This is an optimization exercise on Yosys and OpenROAD, whose aim is small area, a short achievable clock period and few clock cycles per item, not a production implementation.
The RTL was checked by simulation tests, not by an equivalence proof against the original design.

==> inputs of trial 23 <==
==> flow/design.v (excerpt) <==
module ncq_lutgen #(
    parameter PAL_DEPTH = 64
) (
    input  wire        clk,
    input  wire        rst,           
    input  wire        pal_we,
    input  wire [5:0]  pal_waddr,
    input  wire [31:0] pal_wdata,     
    input  wire [6:0]  pal_n,         
    input  wire        req_valid,
    output wire        req_ready,
    input  wire [14:0] req_bucket,    
    output wire        resp_valid,
    input  wire        resp_ready,
    output wire [7:0]  resp_index
);
Settings: LEC_CHECK=0, CAP_MARGIN=20, CORE_MARGIN=2, CORE_UTILIZATION=40, PLACE_DENSITY=0.6, SLEW_MARGIN=20; clock period 18.0 ns.
run.sh (not shown) runs the stock make flow with config.mk's settings and CLKGATE_MAP_FILE= SYNTH_SCRIPT=/design/flow/synth_recipe.tcl, a recipe that flattens the netlist after the stock synthesis.
==> build 4: changes against trial 23 <==
--- a/flow/design.v
+++ b/flow/design.v
@@ -29,15 +29,14 @@
             pal_rgb[w_addr] <= w_data[24:1];
             if (w_addr == 6'd0)
                 pal0_transp <= ~w_data[0];
         end
     end
     reg        busy;
     reg        grp;
-    reg [14:0] kq;
     reg [6:0]  n_q;
     reg        ready_q;
     reg [3:0]  outst;                 
     wire       resp_v;
     wire       lastg    = (n_q > 7'd32);      
     wire       lastg_in = (pal_n > 7'd32);
     wire       issue_last = busy && (grp == lastg);
@@ -56,49 +55,75 @@
             ready_q <= 1'b0;
         end else begin
             busy    <= busy_nx;
             grp     <= grp_nx;
             outst   <= outst_nx;
             ready_q <= free_nx && (outst_nx < CAP);
         end
-        if (hs_req)
-            kq <= req_bucket;
     end
     assign req_ready = ready_q;
-    wire [7:0] cr = {kq[14:10], kq[14:12]};
-    wire [7:0] cg = {kq[9:5],   kq[9:7]};
-    wire [7:0] cb = {kq[4:0],   kq[4:2]};
+    localparam NKC = 8;
+    reg [NU-1:0] grp_u;
+    reg [14:0]   kq_c [0:NKC-1];
+    integer      e;
+    function [14:0] kmask;
+        input integer c;
+        begin
+            case (c)
+                0: kmask = 15'h0000;
+                1: kmask = 15'h7FFF;
+                2: kmask = 15'h5555;
+                3: kmask = 15'h2AAA;
+                4: kmask = 15'h3333;
+                5: kmask = 15'h4CCC;
+                6: kmask = 15'h0F0F;
+                default: kmask = 15'h70F0;
+            endcase
+        end
+    endfunction
+    always @(posedge clk) begin
+        for (e = 0; e < NU; e = e + 1)
+            grp_u[e] <= rst ? 1'b0 : (hs_req ? 1'b0 : !grp_u[e]);
+        if (hs_req)
+            for (e = 0; e < NKC; e = e + 1)
+                kq_c[e] <= req_bucket ^ kmask(e);
+    end
     reg [15:0] s1_r2 [0:NU-1];
     reg [15:0] s1_g2 [0:NU-1];
     reg [15:0] s1_b2 [0:NU-1];
     reg [8:0]  s1_rm [0:NU-1];
     reg [NU-1:0] s1_ok;               
     reg        s1_v, s1_first, s1_last, s1_grp, s1_pin;
     reg [4:0]  s1_ploc;
     wire [NU-1:0] pin_hit;
     genvar u;
     generate
         for (u = 0; u < NU; u = u + 1) begin : g_s1
-            wire [23:0] ent = grp ? pal_rgb[NU + u] : pal_rgb[u];
+            wire        gu  = grp_u[u];
+            wire [14:0] kk  = kq_c[u / (NU / NKC)] ^ kmask(u / (NU / NKC));
+            wire [7:0]  cr  = {kk[14:10], kk[14:12]};
+            wire [7:0]  cg  = {kk[9:5],   kk[9:7]};
+            wire [7:0]  cb  = {kk[4:0],   kk[4:2]};
+            wire [23:0] ent = gu ? pal_rgb[NU + u] : pal_rgb[u];
             wire [15:0] r2, g2, b2;
             wire [8:0]  rm;
             ncq_dist_a da (
                 .pr(ent[23:16]), .pg(ent[15:8]), .pb(ent[7:0]),
                 .cr(cr), .cg(cg), .cb(cb),
                 .r2(r2), .g2(g2), .b2(b2), .rm(rm));
-            wire [6:0] idx  = {1'b0, grp, u[4:0]};
+            wire [6:0] idx  = {1'b0, gu, u[4:0]};
             wire       in_n = idx < n_q;
-            assign pin_hit[u] = in_n && ({ent[23:19], ent[15:11], ent[7:3]} == kq) &&
-                                (grp || (u != 0) || !pal0_transp);
+            assign pin_hit[u] = in_n && ({ent[23:19], ent[15:11], ent[7:3]} == kk) &&
+                                (gu || (u != 0) || !pal0_transp);
             always @(posedge clk) begin
                 s1_r2[u] <= r2;
                 s1_g2[u] <= g2;
                 s1_b2[u] <= b2;
                 s1_rm[u] <= rm;
-                s1_ok[u] <= in_n && (grp || (u != 0));
+                s1_ok[u] <= in_n && (gu || (u != 0));
             end
         end
     endgenerate
     reg        pin_any;
     reg [4:0]  pin_loc;
     integer    q;
     always @(*) begin
@@ -148,75 +173,61 @@
     generate
         for (u = 0; u < NU; u = u + 1) begin : g_s3
             wire [19:0] s;
             ncq_add20 ad (.a(s2_ds[u]), .b(s2_dc[u]), .s(s));
             assign d3[u] = s | {20{!s2_ok[u]}};
         end
     endgenerate
-    wire [19:0] l1d [0:15];  wire [4:0] l1i [0:15];
-    wire [19:0] l2d [0:7];   wire [4:0] l2i [0:7];
+    wire [19:0] l1d [0:7];   wire [4:0] l1i [0:7];
     generate
-        for (u = 0; u < 16; u = u + 1) begin : g_l1
-            wire lt;
-            ncq_lt20 c (.a(d3[2*u+1]), .b(d3[2*u]), .lt(lt));
-            assign l1d[u] = lt ? d3[2*u+1] : d3[2*u];
-            assign l1i[u] = lt ? 2*u+1 : 2*u;
-        end
-        for (u = 0; u < 8; u = u + 1) begin : g_l2
-            wire lt;
-            ncq_lt20 c (.a(l1d[2*u+1]), .b(l1d[2*u]), .lt(lt));
-            assign l2d[u] = lt ? l1d[2*u+1] : l1d[2*u];
-            assign l2i[u] = lt ? l1i[2*u+1] : l1i[2*u];
+        for (u = 0; u < 8; u = u + 1) begin : g_l1
+            wire [1:0] w;
+            ncq_min4 m (.a0(d3[4*u]), .a1(d3[4*u+1]), .a2(d3[4*u+2]), .a3(d3[4*u+3]),
+                        .d(l1d[u]), .w(w));
+            assign l1i[u] = {u[2:0], w};
         end
     endgenerate
     reg [19:0] s3_d [0:7];
     reg [4:0]  s3_i [0:7];
     reg        s3_v, s3_first, s3_last, s3_grp, s3_pin;
     reg [4:0]  s3_ploc;
     integer    f;
     always @(posedge clk) begin
         for (f = 0; f < 8; f = f + 1) begin
-            s3_d[f] <= l2d[f];
-            s3_i[f] <= l2i[f];
+            s3_d[f] <= l1d[f];
+            s3_i[f] <= l1i[f];
         end
         s3_v     <= s2_v && !rst;
         s3_first <= s2_first;
         s3_last  <= s2_last;
         s3_grp   <= s2_grp;
         s3_pin   <= s2_pin;
         s3_ploc  <= s2_ploc;
     end
-    wire [19:0] l3d [0:3];   wire [4:0] l3i [0:3];
-    wire [19:0] l4d [0:1];   wire [4:0] l4i [0:1];
-    wire [19:0] l5d;         wire [4:0] l5i;
+    wire [19:0] l2d [0:1];   wire [4:0] l2i [0:1];
     generate
-        for (u = 0; u < 4; u = u + 1) begin : g_l3
-            wire lt;
-            ncq_lt20 c (.a(s3_d[2*u+1]), .b(s3_d[2*u]), .lt(lt));
-            assign l3d[u] = lt ? s3_d[2*u+1] : s3_d[2*u];
-            assign l3i[u] = lt ? s3_i[2*u+1] : s3_i[2*u];
-        end
-        for (u = 0; u < 2; u = u + 1) begin : g_l4
-            wire lt;
-            ncq_lt20 c (.a(l3d[2*u+1]), .b(l3d[2*u]), .lt(lt));
-            assign l4d[u] = lt ? l3d[2*u+1] : l3d[2*u];
-            assign l4i[u] = lt ? l3i[2*u+1] : l3i[2*u];
+        for (u = 0; u < 2; u = u + 1) begin : g_l2
+            wire [1:0] w;
+            ncq_min4 m (.a0(s3_d[4*u]), .a1(s3_d[4*u+1]), .a2(s3_d[4*u+2]), .a3(s3_d[4*u+3]),
+                        .d(l2d[u]), .w(w));
+            assign l2i[u] = w[1] ? (w[0] ? s3_i[4*u+3] : s3_i[4*u+2])
+                                 : (w[0] ? s3_i[4*u+1] : s3_i[4*u]);
         end
     endgenerate
-    wire lt5;
-    ncq_lt20 c5 (.a(l4d[1]), .b(l4d[0]), .lt(lt5));
-    assign l5d = lt5 ? l4d[1] : l4d[0];
-    assign l5i = lt5 ? l4i[1] : l4i[0];
+    wire lt3;
+    ncq_lt20 c3 (.a(l2d[1]), .b(l2d[0]), .lt(lt3));
+    wire [19:0] l3d = lt3 ? l2d[1] : l2d[0];
+    wire [4:0]  l3i = lt3 ? l2i[1] : l2i[0];
     reg [19:0] s4_d;
     reg [5:0]  s4_i;
     reg        s4_v, s4_first, s4_last, s4_pin;
     reg [5:0]  s4_pidx;
     always @(posedge clk) begin
-        s4_d     <= l5d;
-        s4_i     <= {s3_grp, l5i};
+        s4_d     <= l3d;
+        s4_i     <= {s3_grp, l3i};
         s4_v     <= s3_v && !rst;
         s4_first <= s3_first;
         s4_last  <= s3_last;
         s4_pin   <= s3_pin;
         s4_pidx  <= {s3_grp, s3_ploc};
     end
     reg [19:0] acc_d;
@@ -264,14 +275,33 @@
             q_valid <= (q_cnt_nx != 4'd0);
         end
     end
     assign resp_v     = q_valid;
     assign resp_valid = q_valid;
     assign resp_index = {2'b00, q_idx[0]};
 endmodule
+module ncq_min4 (
+    input  wire [19:0] a0, a1, a2, a3,
+    output wire [19:0] d,
+    output wire [1:0]  w
+);
+    wire l01, l02, l03, l12, l13, l23;       
+    ncq_lt20 c01 (.a(a1), .b(a0), .lt(l01));
+    ncq_lt20 c02 (.a(a2), .b(a0), .lt(l02));
+    ncq_lt20 c03 (.a(a3), .b(a0), .lt(l03));
+    ncq_lt20 c12 (.a(a2), .b(a1), .lt(l12));
+    ncq_lt20 c13 (.a(a3), .b(a1), .lt(l13));
+    ncq_lt20 c23 (.a(a3), .b(a2), .lt(l23));
+    wire w0 = !l01 && !l02 && !l03;
+    wire w1 =  l01 && !l12 && !l13;
+    wire w2 =  l02 &&  l12 && !l23;
+    wire w3 =  l03 &&  l13 &&  l23;
+    assign d = ({20{w0}} & a0) | ({20{w1}} & a1) | ({20{w2}} & a2) | ({20{w3}} & a3);
+    assign w = {w2 | w3, w1 | w3};
+endmodule
 module ncq_dist_a (
     input  wire [7:0]  pr, pg, pb,
     input  wire [7:0]  cr, cg, cb,
     output wire [15:0] r2, g2, b2,
     output wire [8:0]  rm
 );
     wire t1;
==> run notes <==
Status
The run finished with no timing, DRC or antenna violations.

Global route
The wire length of the first global-routing pass is 2590 mm. The met2 capacity usage during global routing is 37.3%.

Clocking
The number of buffers added by the clock tree synthesis step is 622. The clock drives 4,980 sinks.

Floorplanning
The number of core rows is 442.

Final layout
After filler insertion, the fill cell instance count of the layout stands at 139,517. The number of inverters outside the clock class in the layout is 12,041.

Synth
Sequential cells were found to cover 20.0% of the synthesized design area.
[end of results for build 4]
==> run notes <==
Status
The run finished with no timing, DRC or antenna violations.

Final layout
The layout has 11,832 inverters outside the clock class. Relative to the synthesized area, the layout overhead comes to 8.12%. The fill cell total of the finished layout is 136,419.

Floorplanning
The number of core rows is 437.

Synth
The sequential element share of the synthesized area is 20.3%.

Setup path
The worst path buffer plus inverter count is 5.
[end of results for trial 23]
Testbench counts of trial 23, summed over its fixed seeds: cycles 22,144, items 12,000.
Testbench counts of build 4, summed over its fixed seeds: cycles 22,144, items 12,000.

---

==> exp/indigo <==
Another version of the RTL of ncq_lutgen (not shown whole).
==> flow/config.mk <==
export PLATFORM = sky130hd
export DESIGN_NAME = ncq_lutgen
export DESIGN_NICKNAME = ncq_lutgen
export VERILOG_FILES = /design/flow/design.v
export SDC_FILE = /design/flow/constraint.sdc
export NUM_CORES = 4
export LEC_CHECK = 0
export CAP_MARGIN = 20
export CORE_MARGIN = 2
export CORE_UTILIZATION = 50
export PLACE_DENSITY = 0.65
export SLEW_MARGIN = 20
==> flow/constraint.sdc <==
create_clock -name core_clock -period 18.0 [get_ports {clk}]
set_input_delay 3.6000 -clock core_clock [delete_from_list [all_inputs] [get_ports {clk}]]
set_output_delay 3.6000 -clock core_clock [all_outputs]
set_load 0.01 [all_outputs]
==> exp/quartz (differences from exp/indigo) <==
CORE_UTILIZATION = 40   (was 50)
PLACE_DENSITY = 0.6   (was 0.65)
==> results.tsv <==
stage	metric	value	unit
finish	non-clk buf share	0.008860	
clocking	Reg clk slew, reported paths	0.06	ns
outcome	status	complete, no violations	
critical_path	crit-path max FO	20	
global_route	vias in the first global route	418500	
floorplanning	Die H	1107	um
floorplanning	# Taps	16080	
finish	Clock-cell share	0.03859	
timing	Max-slew headroom	0.08224	
finish	Finished Core Util	0.5397	
(the above is from exp/indigo)
==> results.tsv <==
stage	metric	value	unit
outcome	status	complete, no violations	
finish	Clock-cell share	0.03887	
clocking	Reg clk slew, reported paths	0.07	ns
floorplanning	Die H	1237	um
floorplanning	# Taps	20250	
global_route	vias in the first global route	421200	
finish	non-clk buf share	0.008415	
timing	Max-slew headroom	0.1170	
yosys	synthesized netlist cell count	59920	
(the above is from exp/quartz)
Testbench counts of exp/indigo, summed over its fixed seeds: cycles 22,168, items 12,000.
Testbench counts of exp/quartz, summed over its fixed seeds: cycles 22,168, items 12,000.

-- re-timing with driven ports --
The flow's constraints put no driver on any port. The routed layouts listed below were extracted and timed again, unchanged, in two steps.
Step 1, drivers: a clkbuf_16 drives clk and a buf_2 each remaining input, both assumed.
Step 2 also shifts input and output timing later by t, the mid clock arrival at the registers, as if the neighbouring blocks saw the same clock.
Slacks: ideal / step 1 / step 2; pairs: ideal / step 1.
run	shift t [ns]	slack for setup (ns)	worst data-port slew with drivers (ns)	cell pins on the clock port's net
trial 23	1.320	8.229 / 8.229 / 8.229	0.23	1
build 4	1.337	10.283 / 10.283 / 10.283	0.57	1
exp/indigo	1.321	10.955 / 10.955 / 10.614	0.37	1
exp/quartz	1.389	10.660 / 10.660 / 10.660	0.28	1
After both steps every run listed still meets setup and hold. The setup slack of exp/indigo, which loses most, moves by 0.000 ns with the drivers and by -0.341 ns with both steps.
